Background: an optimization exercise with open tools, aiming at small area, a short achievable clock period and few clock cycles. Do not read the settings as production practice. The RTL was checked by simulation tests, not by an equivalence proof against the original design. Power figures rest on the tool's default switching activity, not on a simulated workload.

## piu
module piu (
    input  wire        clk,
    input  wire        rst,
    input  wire        req_valid,
    input  wire        req_write,
    input  wire [2:0]  req_addr,
    input  wire [31:0] req_wdata,
    output wire        req_ready,
    output reg         rsp_valid,
    output reg  [31:0] rsp_data,
    output wire        mem_en,
    output wire [10:0] mem_addr,
    input  wire [63:0] mem_rdata
);
Size in the first run: roughly 4100 cells after synthesis, roughly 220 flip-flops, roughly 150 I/O pins, about 0.025 mm2 of cells after synthesis.
==> flow/config.mk <==
export PLATFORM = sky130hd
export DESIGN_NAME = piu
export DESIGN_NICKNAME = piu
export VERILOG_FILES = /design/flow/design.v
export SDC_FILE = /design/flow/constraint.sdc
export NUM_CORES = 4
export LEC_CHECK = 0
export ABC_AREA = 1
export CAP_MARGIN = 20
export CORE_MARGIN = 2
export CORE_UTILIZATION = 40
export GPL_TIMING_DRIVEN = 1
export SETUP_SLACK_MARGIN = 5
export SLEW_MARGIN = 20
export TNS_END_PERCENT = 100
==> flow/constraint.sdc <==
create_clock -name core_clock -period 10.0 [get_ports {clk}]
set_input_delay 2.0000 -clock core_clock [delete_from_list [all_inputs] [get_ports {clk}]]
set_output_delay 2.0000 -clock core_clock [all_outputs]
set_load 0.01 [all_outputs]
standard.sh (not shown) runs the stock make flow with config.mk's settings and CLKGATE_MAP_FILE= SYNTH_SCRIPT=/design/flow/synth_recipe.tcl, a recipe that flattens the netlist after the stock synthesis.
==> flow/flow/run.sh <==
#!/bin/bash
# The standard layout (standard.sh, unchanged steps and settings), with
# the port buffers made from sky130_fd_sc_hd__buf_2 instead of the delay
# cells buffer_ports picks by default. Every port still gets its buffer.
set -euo pipefail
sed -E 's/^(make .*) "\$\{@:-finish\}"$/\1 "BUFFER_PORTS_ARGS=-buffer_cell sky130_fd_sc_hd__buf_2" "${@:-finish}"/' standard.sh > standard_ports.sh
grep -q 'BUFFER_PORTS_ARGS' standard_ports.sh
bash standard_ports.sh > standard.log 2>&1
Testbench counts at the start, summed over its fixed seeds: cycles 14,160.
Next try:
--- a/flow/design.v
+++ b/flow/design.v
@@ -76,50 +76,24 @@
     reg [2:0]  ps;          
     reg [17:0] dq;          
     reg [5:0]  rem;         
     reg [3:0]  dcnt;        
     reg [1:0]  chunk;       
     reg [10:0] ma;          
     reg [5:0]  sh;          
     reg [2:0]  top;         
     reg [6:0]  rsel;        
     reg        use_ma;      
     reg        rdp;
-    assign req_ready = rdy | (rdp & req_valid & ~req_write);
-    reg  [31:0] cg, ce;
-    reg  [15:0] cg1, ce1;
-    reg  [7:0]  cg2, ce2;
-    reg  [3:0]  cg3, ce3;
-    reg  [1:0]  cg4, ce4;
-    integer c;
-    always @(*) begin
-        cg = result & ~plen;
-        ce = ~(result ^ plen);
-        for (c = 0; c < 16; c = c + 1) begin
-            cg1[c] = cg[2*c+1] | (ce[2*c+1] & cg[2*c]);
-            ce1[c] = ce[2*c+1] & ce[2*c];
-        end
-        for (c = 0; c < 8; c = c + 1) begin
-            cg2[c] = cg1[2*c+1] | (ce1[2*c+1] & cg1[2*c]);
-            ce2[c] = ce1[2*c+1] & ce1[2*c];
-        end
-        for (c = 0; c < 4; c = c + 1) begin
-            cg3[c] = cg2[2*c+1] | (ce2[2*c+1] & cg2[2*c]);
-            ce3[c] = ce2[2*c+1] & ce2[2*c];
-        end
-        for (c = 0; c < 2; c = c + 1) begin
-            cg4[c] = cg3[2*c+1] | (ce3[2*c+1] & cg3[2*c]);
-            ce4[c] = ce3[2*c+1] & ce3[2*c];
-        end
-    end
-    wire        chk_ge = cg4[1] | (ce4[1] & (cg4[0] | ce4[0]));
+    assign req_ready = rdy | (rdp & ~req_write);
+    wire        chk_ge = (result >= plen);
     wire [6:0]  st_fin = chk_ge ? 7'h05 : {st[6:4], 4'd0};
     wire [31:0] hmv_x;
     wire [6:0]  st_v  = (s[S_FIN] & chk) ? st_fin : st;
     wire [31:0] res_v = (s[S_FIN] & hm) ? hmv_x : result;
     always @(*) begin
         rsp_data = ({32{rsel[A_PLEN]}}   & plen) |
                    ({32{rsel[A_DLEN]}}   & {20'd0, dlen}) |
                    ({32{rsel[A_WIDTH]}}  & {26'd0, width}) |
                    ({32{rsel[A_IDX]}}    & idx) |
                    ({32{rsel[A_RESULT]}} & res_v) |
                    ({32{rsel[A_STATUS]}} & {25'd0, st_v}) |
@@ -236,25 +210,24 @@
     wire [4:0]  nsh = ~sh[4:0];
     reg  [31:0] fmask, lomask;
     integer b;
     always @(*) begin
         for (b = 0; b < 32; b = b + 1) begin
             fmask[b]  = fw[5] | (b < fw[4:0]);
             lomask[b] = ~sh[5] | (b <= nsh);         
         end
     end
     wire [31:0] emask = fmask & (s[S_DAT2] ? ~lomask : lomask);
     wire [31:0] ext   = (rot & emask) | (result & {32{s[S_DAT2]}});
-    wire [8:0]  hmv = result[8:0] - 9'd65;
-    wire        hmneg = ~(result[8] | result[7] | (result[6] & (|result[5:0])));
-    assign hmv_x = {{23{hmneg}}, hmv};
+    wire [9:0]  hmv = {1'b0, result[8:0]} - 10'd65;
+    assign hmv_x = {{22{hmv[9]}}, hmv};
     assign mem_en   = s[S_PRD] | s[S_SRD] | s[S_HRD] | s[S_HPRD] | (s[S_DATA] & xw);
     assign mem_addr = use_ma ? ma : dq[10:0];
     wire smul_done = (chunk == 2'd0) & (idx[16:6] == 11'd0);
     wire sacc_done = (chunk == 2'd2) | (idx[16:12] == 5'd0);
     wire hsc_done  = (wtop != 3'd0) | (ma == 11'd0);
     reg [NS-1:0] ns;
     always @(*) begin
         ns = s;
         if (s[S_DIV] & (dcnt == 4'd1)) ns = 1 << S_PRD;
         if (s[S_PRD])  ns = povf ? (1 << S_IDLE) : (1 << S_DATA);
         if (s[S_SMUL]) ns = smul_done ? (1 << S_SRD) : (chunk == 2'd0) ? (1 << S_SMUL) : (1 << S_SACC);
Result: The new run went through all stages and came out clean; power goes up by a few percent; setup slack is worse by 25 ps; synthesized cell count goes down by a few percent; global-route usage goes down by 0.45 points; synthesized area goes down slightly.
Testbench counts after the change, summed over its fixed seeds: cycles 14,160.

static timing again, ports no longer ideal:
Ports are ideal in the flow. The routed layouts listed here were re-timed in OpenROAD. Step 1: set_driving_cell puts a clkbuf_16 on clk and a buf_2 on each other input, an assumption about the parent block. Step 2 times the ports against the registers' clock, not the clock port: input delays grow and output delays shrink by t, the midpoint of the rising clock arrivals with the driver on. Slacks: no drivers / after step 1 / after step 2; pairs: no drivers / after step 1.
run | t, ns | setup slack, ns | hold WS [ns] | worst setup path at the end | pins driven straight from the clock port
the first run | 0.623 | 5.114 / 5.053 / 4.657 | 0.460 / 0.460 / 0.460 | input to register | 1
the second run | 0.629 | 5.089 / 5.024 / 4.602 | 0.484 / 0.484 / 0.484 | input to register | 1
After both steps every run listed still meets setup and hold. The setup slack of the second run, which loses most, moves by -0.065 ns with the drivers and by -0.487 ns with both steps.
